Context: an optimization exercise on an open-source flow, tuned for small area. The choices shown serve that exercise and are no tape-out recipe.
Only simulation tests tie the RTL to the original design; equivalence was not proved.

==> inputs of job 3733 <==
// pacal_core
module pacal_core (
    input  wire        clk,
    input  wire        rst,           
    input  wire        load_en,
    input  wire [1:0]  load_sel,      
    input  wire [3:0]  load_addr,
    input  wire [15:0] load_data,
    input  wire        run,
    input  wire        stop,
    input  wire [3:0]  irq_req,       
    input  wire [3:0]  irq_mask,
    input  wire        irq_enable,
    input  wire        key_avail,
    input  wire [3:0]  key_data,
    output wire        key_pop,
    output wire        char_valid,
    output wire [3:0]  char_data,
    output wire        running,
    output wire [2:0]  fault,
    input  wire [4:0]  dbg_addr,
    output reg  [3:0]  dbg_data
);
Settings: LEC_CHECK=0, CAP_MARGIN=20, CORE_MARGIN=2, CORE_UTILIZATION=55, CTS_BUF_LIST=sky130_fd_sc_hd__clkbuf_8, CTS_CLUSTER_DIAMETER=100, CTS_CLUSTER_SIZE=16, SLEW_MARGIN=20; clock period 10.0 ns.
standard.sh (not shown) runs the stock make flow with config.mk's settings and CLKGATE_MAP_FILE= SYNTH_SCRIPT=/design/flow/synth_recipe.tcl, a recipe that flattens the netlist after the stock synthesis.
==> flow/flow/run.sh <==
#!/bin/bash
set -euo pipefail
W=$(pwd)
mkdir -p my

# ORFS's synthesis, with ABC's script replaced right after the preamble
# that builds abc_args ({-script FILE ...}).
awk -v s="$W/flow/abc.script" '
  { print }
  /^source \$::env\(SCRIPTS_DIR\)\/synth_preamble.tcl/ {
    print "set abc_args [lreplace $abc_args 1 1 " s "]"
  }' "$FLOW_HOME/scripts/synth.tcl" > my/synth.tcl
grep -q "lreplace \$abc_args" my/synth.tcl
sed -e "s#\$::env(SCRIPTS_DIR)/synth.tcl#$W/my/synth.tcl#" synth_recipe.tcl > my/synth_recipe.tcl
grep -q "$W/my/synth.tcl" my/synth_recipe.tcl

# The standard flow's make command, with the synthesis script and the extra settings
sed -e "s#SYNTH_SCRIPT=[^ ]*#SYNTH_SCRIPT=$W/my/synth_recipe.tcl#" standard.sh > my/standard.sh
grep -q "my/synth_recipe.tcl" my/standard.sh
export BUFFER_PORTS_ARGS="-buffer_cell sky130_fd_sc_hd__buf_1"
export CTS_ARGS="-sink_clustering_enable -repair_clock_nets -sink_clustering_size 16 -sink_clustering_max_diameter 100 -buf_list sky130_fd_sc_hd__clkbuf_8 -dont_use_dummy_load"

bash my/standard.sh finish > flow_make.log 2>&1
test -s out/final.def
==> flow/flow/abc.script <==
strash
&get -n
&fraig -x
&put
scorr
dc2
strash
&get -n
&deepsyn -T 60
&put
dch -f
amap
&get -n
&dch -f
&nf -R 1000
&put
==> job 2365 (differences from job 3733) <==
--- a/flow/design.v
+++ b/flow/design.v
@@ -61,10 +61,21 @@
                     if (f == 3'b000 && opnd_ok)
                         encode = m ? {op, ra, imm} : {2'b11, op[3:2], ra, op[1:0], rb};
             endcase
         end
     endfunction
+    function ge_len;
+        input [3:0] x;
+        input [4:0] y;
+        begin
+            ge_len = !y[4] &&
+                     ((x[3] && !y[3]) || ((x[3] || !y[3]) &&
+                     ((x[2] && !y[2]) || ((x[2] || !y[2]) &&
+                     ((x[1] && !y[1]) || ((x[1] || !y[1]) &&
+                      (x[0] || !y[0])))))));
+        end
+    endfunction
     reg [9:0]  iring [0:15];          
     reg [3:0]  cnt;                   
     reg [4:0]  prog_len;
     reg [3:0]  rom0, rom1;
     reg [3:0]  ram  [0:9];
@@ -105,11 +116,11 @@
     wire       is_rets = misc && (e[3:2] == 2'b10);
     wire       is_hlt  = misc && (e[3:2] == 2'b11);
     wire       is_ill  = !is_d && !is_j && !is_call && !misc;
     wire       is_ret  = is_rets && !e[0];
     wire       is_iret = is_rets && e[0];
-    wire       is_end = ({1'b0, pc} >= prog_len);
+    wire       is_end = ge_len(pc, prog_len);
     wire [1:0] rport  = run_q ? rb : dbg_addr[1:0];
     wire [3:0] rbv    = regs[rport];
     wire [3:0] a      = regs[ra];
     wire [3:0] b      = regf ? rbv : imm;
     wire       is_sub = (op == 4'h2) || (op == 4'h7);
@@ -182,11 +193,11 @@
     wire [1:0] irq_line = armed[0] ? 2'd0 : armed[1] ? 2'd1 : armed[2] ? 2'd2 : 2'd3;
     wire       here     = (cnt == pc);                  
     wire       sready   = (cnt == depth[3:0]);          
     wire       empty    = (depth == 5'd0);
     wire       full     = depth[4];
-    wire       ret_bad  = ({1'b0, top} >= prog_len);
+    wire       ret_bad  = ge_len(top, prog_len);
     reg  [2:0] fcode;
     always @(*) begin
         fcode = F_NONE;
         if (is_ill) fcode = F_UNKNOWN;
         else if (is_call && full) fcode = F_OVER;
@@ -205,22 +216,23 @@
     wire       wr_flags = is_d && op <= 4'h7;
     assign key_pop    = x_go && is_load && (b == 4'd14) && key_avail;
     assign char_valid = x_go && is_store && (b == 4'd15);
     assign char_data  = a;
     wire [3:0] wval = (op == 4'h9) ? bus_rdata : res;
-    wire [3:0] pc1 = pc + 4'd1;
+    wire [3:0] cnt1 = cnt + 4'd1;
+    wire [3:0] pc1  = cnt1;
     wire [9:0] lword = encode(load_data);
     wire       iwe   = !run_q && load_en && (load_sel == 2'd0) && !rst;
     wire [3:0] wslot = load_addr + ~cnt;
     wire       ram_we = x_go && is_store;
     integer k;
     always @(posedge clk)
         for (k = 0; k < 10; k = k + 1)
             if (rst || (ram_we && b == k + 2)) ram[k] <= rst ? 4'h0 : a;
     integer i;
     always @(posedge clk) begin
-        cnt <= cnt + 4'd1;
+        cnt <= cnt1;
         for (i = 0; i < 16; i = i + 1)
             iring[i] <= (iwe && wslot == i) ? lword : iring[(i + 1) % 16];
         for (i = 0; i < 15; i = i + 1) sring[i] <= sring[i + 1];
         sring[15] <= sready ? top : sring[0];
         if (sready) synced <= 1'b1;
==> flow/flow/abc.script (replaced) <==
strash
&get -n
&fraig -x
&put
scorr
dc2
strash
&get -n
&deepsyn -T 40
&dch -f
&nf -R 1000
&put
==> job 5194 (differences from job 3733) <==
--- a/flow/design.v
+++ b/flow/design.v
@@ -209,25 +209,21 @@
     wire [3:0] wval = (op == 4'h9) ? bus_rdata : res;
     wire [3:0] pc1 = pc + 4'd1;
     wire [9:0] lword = encode(load_data);
     wire       iwe   = !run_q && load_en && (load_sel == 2'd0) && !rst;
     wire [3:0] wslot = load_addr + ~cnt;
-    wire       ram_we = x_go && is_store;
-    integer k;
-    always @(posedge clk)
-        for (k = 0; k < 10; k = k + 1)
-            if (rst || (ram_we && b == k + 2)) ram[k] <= rst ? 4'h0 : a;
     integer i;
     always @(posedge clk) begin
         cnt <= cnt + 4'd1;
         for (i = 0; i < 16; i = i + 1)
-            iring[i] <= (iwe && wslot == i) ? lword : iring[(i + 1) % 16];
+            iring[i] <= (iwe && wslot == i) ? (lword ^ {10{i[0]}}) : ~iring[(i + 1) % 16];
         for (i = 0; i < 15; i = i + 1) sring[i] <= sring[i + 1];
         sring[15] <= sready ? top : sring[0];
         if (sready) synced <= 1'b1;
         if (rst) begin
             for (i = 0; i < 4; i = i + 1) regs[i] <= 4'h0;
+            for (i = 0; i < 10; i = i + 1) ram[i] <= 4'h0;
             prog_len    <= 5'd0;
             flag_c      <= 1'b0;
             flag_z      <= 1'b0;
             depth       <= 5'd0;
             synced      <= 1'b1;
@@ -303,10 +299,13 @@
                     if (wr_reg) regs[ra] <= wval;
                     if (wr_flags) begin
                         flag_c <= res_c;
                         flag_z <= res_z;
                     end
+                    if (is_store)
+                        for (i = 0; i < 10; i = i + 1)
+                            if (b == i + 2) ram[i] <= a;
                     if (is_irq) irq_status <= irq_status | irq_req | (4'b0001 << e[1:0]);
                     if (is_j && cond) pc <= b;
                     if (is_call) begin
                         pc     <= b;
                         top    <= pc1;
==> flow/flow/abc.script (replaced) <==
strash
&get -n
&fraig -x
&put
scorr
dc2
strash
&get -n
&deepsyn -T 40
&dch -f
&nf -R 1000
&put
==> job 4934 (differences from job 3733) <==
--- a/flow/design.v
+++ b/flow/design.v
@@ -80,11 +80,11 @@
     reg        in_handler;
     reg [3:0]  saved_pc;
     reg [1:0]  saved_flags;           
     reg        run_q;
     reg [2:0]  fault_q;
-    reg        pc_zero;               
+    reg [3:0]  fault_pc;
     reg        started;               
     reg        ending;                
     reg [3:0]  wait_n;                
     assign running = run_q;
     assign fault   = fault_q;
@@ -112,13 +112,11 @@
     wire [3:0] rbv    = regs[rport];
     wire [3:0] a      = regs[ra];
     wire [3:0] b      = regf ? rbv : imm;
     wire       is_sub = (op == 4'h2) || (op == 4'h7);
     wire       is_mul = (op == 4'h3);
-    wire       is_mov = (op == 4'h8);
-    wire [3:0] a_in   = is_mov ? 4'h0 : a;        
-    wire [4:0] sum    = {1'b0, a_in} + {1'b0, b ^ {4{is_sub}}} + {4'b0000, is_sub};
+    wire [4:0] sum    = {1'b0, a} + {1'b0, b ^ {4{is_sub}}} + {4'b0000, is_sub};
     wire [3:0] mul_lo = (b[0] ? a : 4'h0) + (b[1] ? {a[2:0], 1'b0} : 4'h0) +
                         (b[2] ? {a[1:0], 2'b00} : 4'h0) + (b[3] ? {a[0], 3'b000} : 4'h0);
     reg        mul_hi;
     always @(*) begin
         case (a)
@@ -135,11 +133,11 @@
     reg        res_c;
     always @(*) begin
         res   = 4'h0;
         res_c = 1'b0;
         case (op)
-            4'h1, 4'h8: begin res = sum[3:0]; res_c = sum[4]; end
+            4'h1: begin res = sum[3:0]; res_c = sum[4]; end
             4'h2, 4'h7: begin res = sum[3:0]; res_c = ~sum[4]; end
             4'h3: begin res = mul_lo; res_c = mul_hi; end
             4'h4: res = a & b;
             4'h5: res = a | b;
             4'h6: res = a ^ b;
@@ -204,31 +202,28 @@
     wire       wr_reg   = is_d && (op <= 4'h6 || op == 4'h8 || op == 4'h9);
     wire       wr_flags = is_d && op <= 4'h7;
     assign key_pop    = x_go && is_load && (b == 4'd14) && key_avail;
     assign char_valid = x_go && is_store && (b == 4'd15);
     assign char_data  = a;
-    wire [3:0] wval = (op == 4'h9) ? bus_rdata : res;
+    wire [3:0] wval = (op == 4'h8) ? b : (op == 4'h9) ? bus_rdata : res;
     wire [3:0] pc1 = pc + 4'd1;
     wire [9:0] lword = encode(load_data);
     wire       iwe   = !run_q && load_en && (load_sel == 2'd0) && !rst;
     wire [3:0] wslot = load_addr + ~cnt;
-    wire       ram_we = x_go && is_store;
-    integer k;
-    always @(posedge clk)
-        for (k = 0; k < 10; k = k + 1)
-            if (rst || (ram_we && b == k + 2)) ram[k] <= rst ? 4'h0 : a;
     integer i;
     always @(posedge clk) begin
         cnt <= cnt + 4'd1;
         for (i = 0; i < 16; i = i + 1)
-            iring[i] <= (iwe && wslot == i) ? lword : iring[(i + 1) % 16];
+            iring[i] <= (iwe && wslot == i) ? (lword ^ {10{i[0]}}) : ~iring[(i + 1) % 16];
         for (i = 0; i < 15; i = i + 1) sring[i] <= sring[i + 1];
         sring[15] <= sready ? top : sring[0];
         if (sready) synced <= 1'b1;
         if (rst) begin
             for (i = 0; i < 4; i = i + 1) regs[i] <= 4'h0;
+            for (i = 0; i < 10; i = i + 1) ram[i] <= 4'h0;
             prog_len    <= 5'd0;
+            pc          <= 4'h0;
             flag_c      <= 1'b0;
             flag_z      <= 1'b0;
             depth       <= 5'd0;
             synced      <= 1'b1;
             ret_pend    <= 1'b0;
@@ -236,11 +231,11 @@
             in_handler  <= 1'b0;
             saved_pc    <= 4'h0;
             saved_flags <= 2'b00;
             run_q       <= 1'b0;
             fault_q     <= F_NONE;
-            pc_zero     <= 1'b1;
+            fault_pc    <= 4'h0;
             ending      <= 1'b0;
         end else begin
             irq_status <= irq_status | irq_req;
             if (!run_q) begin
                 if (load_en) begin
@@ -249,19 +244,18 @@
                             if (load_addr == 4'd0) rom0 <= load_data[3:0];
                             if (load_addr == 4'd1) rom1 <= load_data[3:0];
                         end
                         2'd2: begin
                             prog_len <= load_data[4:0];
-                            pc_zero  <= 1'b1;
+                            pc       <= 4'h0;
                         end
                         default: ;
                     endcase
                 end else if (run) begin
                     run_q    <= 1'b1;
                     fault_q  <= F_NONE;
-                    pc_zero  <= 1'b0;
-                    if (pc_zero) pc <= 4'h0;
+                    fault_pc <= 4'h0;
                     started  <= 1'b0;
                     wait_n   <= 4'd0;
                 end
             end else if (stop) begin
                 run_q    <= 1'b0;
@@ -294,19 +288,23 @@
                 if (x_stop) begin
                     ending <= 1'b1;
                 end else if (x_fault) begin
                     ending   <= 1'b1;
                     fault_q  <= fcode;
+                    fault_pc <= pc;
                 end else if (is_ret) begin
                     ret_pend <= 1'b1;
                 end else if (x_go) begin
                     pc <= pc1;
                     if (wr_reg) regs[ra] <= wval;
                     if (wr_flags) begin
                         flag_c <= res_c;
                         flag_z <= res_z;
                     end
+                    if (is_store)
+                        for (i = 0; i < 10; i = i + 1)
+                            if (b == i + 2) ram[i] <= a;
                     if (is_irq) irq_status <= irq_status | irq_req | (4'b0001 << e[1:0]);
                     if (is_j && cond) pc <= b;
                     if (is_call) begin
                         pc     <= b;
                         top    <= pc1;
@@ -328,12 +326,12 @@
             dbg_data = mdata;
         else begin
             case (dbg_addr[3:0])
                 4'd0, 4'd1, 4'd2, 4'd3: dbg_data = rbv;
                 4'd4:  dbg_data = {2'b00, flag_c, flag_z};
-                4'd5:  dbg_data = pc_zero ? 4'h0 : pc;
-                4'd6:  dbg_data = (fault_q != F_NONE) ? pc : 4'h0;
+                4'd5:  dbg_data = pc;
+                4'd6:  dbg_data = fault_pc;
                 4'd7:  dbg_data = depth[3:0];
                 4'd8:  dbg_data = {3'b000, depth[4]};
                 4'd9:  dbg_data = empty ? 4'h0 : top;
                 4'd10: dbg_data = irq_status;
                 4'd11: dbg_data = {3'b000, in_handler};
--- a/flow/flow/run.sh
+++ b/flow/flow/run.sh
@@ -16,9 +16,9 @@
 
 # The standard flow's make command, with the synthesis script and the extra settings
 sed -e "s#SYNTH_SCRIPT=[^ ]*#SYNTH_SCRIPT=$W/my/synth_recipe.tcl#" standard.sh > my/standard.sh
 grep -q "my/synth_recipe.tcl" my/standard.sh
 export BUFFER_PORTS_ARGS="-buffer_cell sky130_fd_sc_hd__buf_1"
-export CTS_ARGS="-sink_clustering_enable -repair_clock_nets -sink_clustering_size 16 -sink_clustering_max_diameter 100 -buf_list sky130_fd_sc_hd__clkbuf_8 -dont_use_dummy_load"
+export CTS_ARGS="-sink_clustering_enable -repair_clock_nets -sink_clustering_size 16 -sink_clustering_max_diameter 50 -buf_list sky130_fd_sc_hd__clkbuf_8 -dont_use_dummy_load"
 
 bash my/standard.sh finish > flow_make.log 2>&1
 test -s out/final.def
==> flow/flow/abc.script (replaced) <==
strash
&get -n
&fraig -x
&put
scorr
dc2
strash
&get -n
&deepsyn -T 40
&dch -f
&nf -R 1000
&put
- CTS_CLUSTER_DIAMETER: 100 -> 50
==> flow_summary_export.csv <==
group,metric,value,unit
status,status,"complete, no violations",
hold_path,hold_start,"sring[13][2]",
detailed_routing,top_layer,"met4",
global_routing,use_met2,51.4,%
layout,fin_cells,1722,
logic_synthesis,yosys.cell_types.count,57,
cts,cts_made_buffers,24,
global_routing,antenna_found_initial,0,
setup_path,critPathCapture,"dbg_data[2]",
global_routing,gr-usage-met1,36.2,%
setup_path,reg2reg_to,"regs[0][3]",
setup_path,cp_slowest_cell,"mux4_2",
placement,placed_area,0.0135,mm2
[end of results for job 2365]
==> flow_summary_export.csv <==
group,metric,value,unit
status,status,"complete, no violations",
global_routing,use_met2,47.4,%
placement,placed_area,0.0137,mm2
global_routing,gr-usage-met1,39.8,%
setup_path,cp_slowest_cell,"mux4_2",
global_routing,antenna_found_initial,2,
layout,fin_cells,1816,
setup_path,critPathCapture,"dbg_data[1]",
setup_path,reg2reg_to,"regs[3][3]",
cts,cts_made_buffers,24,
[end of results for job 5194]
==> flow_summary_export.csv <==
group,metric,value,unit
status,status,"complete, no violations",
logic_synthesis,yosys.cell_types.count,52,
setup_path,cp_slowest_cell,"clkinv_1",
hold_path,hold_start,"sring[11][1]",
setup_path,worstPathRequired,8.00,ns
placement,placed_area,0.0136,mm2
detailed_routing,top_layer,"met4",
setup_path,reg2reg_to,"regs[3][3]",
detailed_routing,via_per_inst,5.80,
cts,cts_made_buffers,24,
layout,fin_cells,1755,
[end of results for job 3733]
==> flow_summary_export.csv <==
group,metric,value,unit
setup_path,critPathCapture,"dbg_data[2]",
global_routing,gr-usage-met1,39.5,%
global_routing,use_met2,47.0,%
setup_path,cp_slowest_cell,"mux2i_1",
status,status,"complete, no violations",
hold_path,hold_start,"sring[1][2]",
layout,fin_cells,1836,
detailed_routing,top_layer,"met4",
global_routing,antenna_found_initial,1,
placement,placed_area,0.0139,mm2
[end of results for job 4934]

-- re-timing with driven ports --
The results above use ideal ports. As a check the final layouts listed here were re-extracted and re-timed, cells and wires unchanged.
Step 1, drivers: a clkbuf_16 drives clk and a buf_2 each remaining input, both assumed.
Step 2 also shifts input and output timing later by t, the mid clock arrival at the registers, as if the neighbouring blocks saw the same clock.
a / b / c = ideal ports / drivers / drivers and shift; a / b = the first two.
run	t, ns	setup WS [ns]	slew at the worst register clock pin (ns)	worst data-port slew with drivers (ns)	cell pins on the clock port's net
job 3733	0.579	2.576 / 2.542 / 2.542	0.11 / 0.11	0.07	1
job 2365	0.610	2.220 / 2.183 / 2.183	0.11 / 0.11	0.05	1
job 5194	0.607	2.147 / 2.111 / 2.111	0.11 / 0.11	0.07	1
job 4934	0.564	2.334 / 2.300 / 2.300	0.10 / 0.10	0.09	1
After both steps every run listed still meets setup and hold. For job 2365, which loses most, drivers alone change the setup slack by -0.037 ns; drivers and shift together by -0.037 ns.
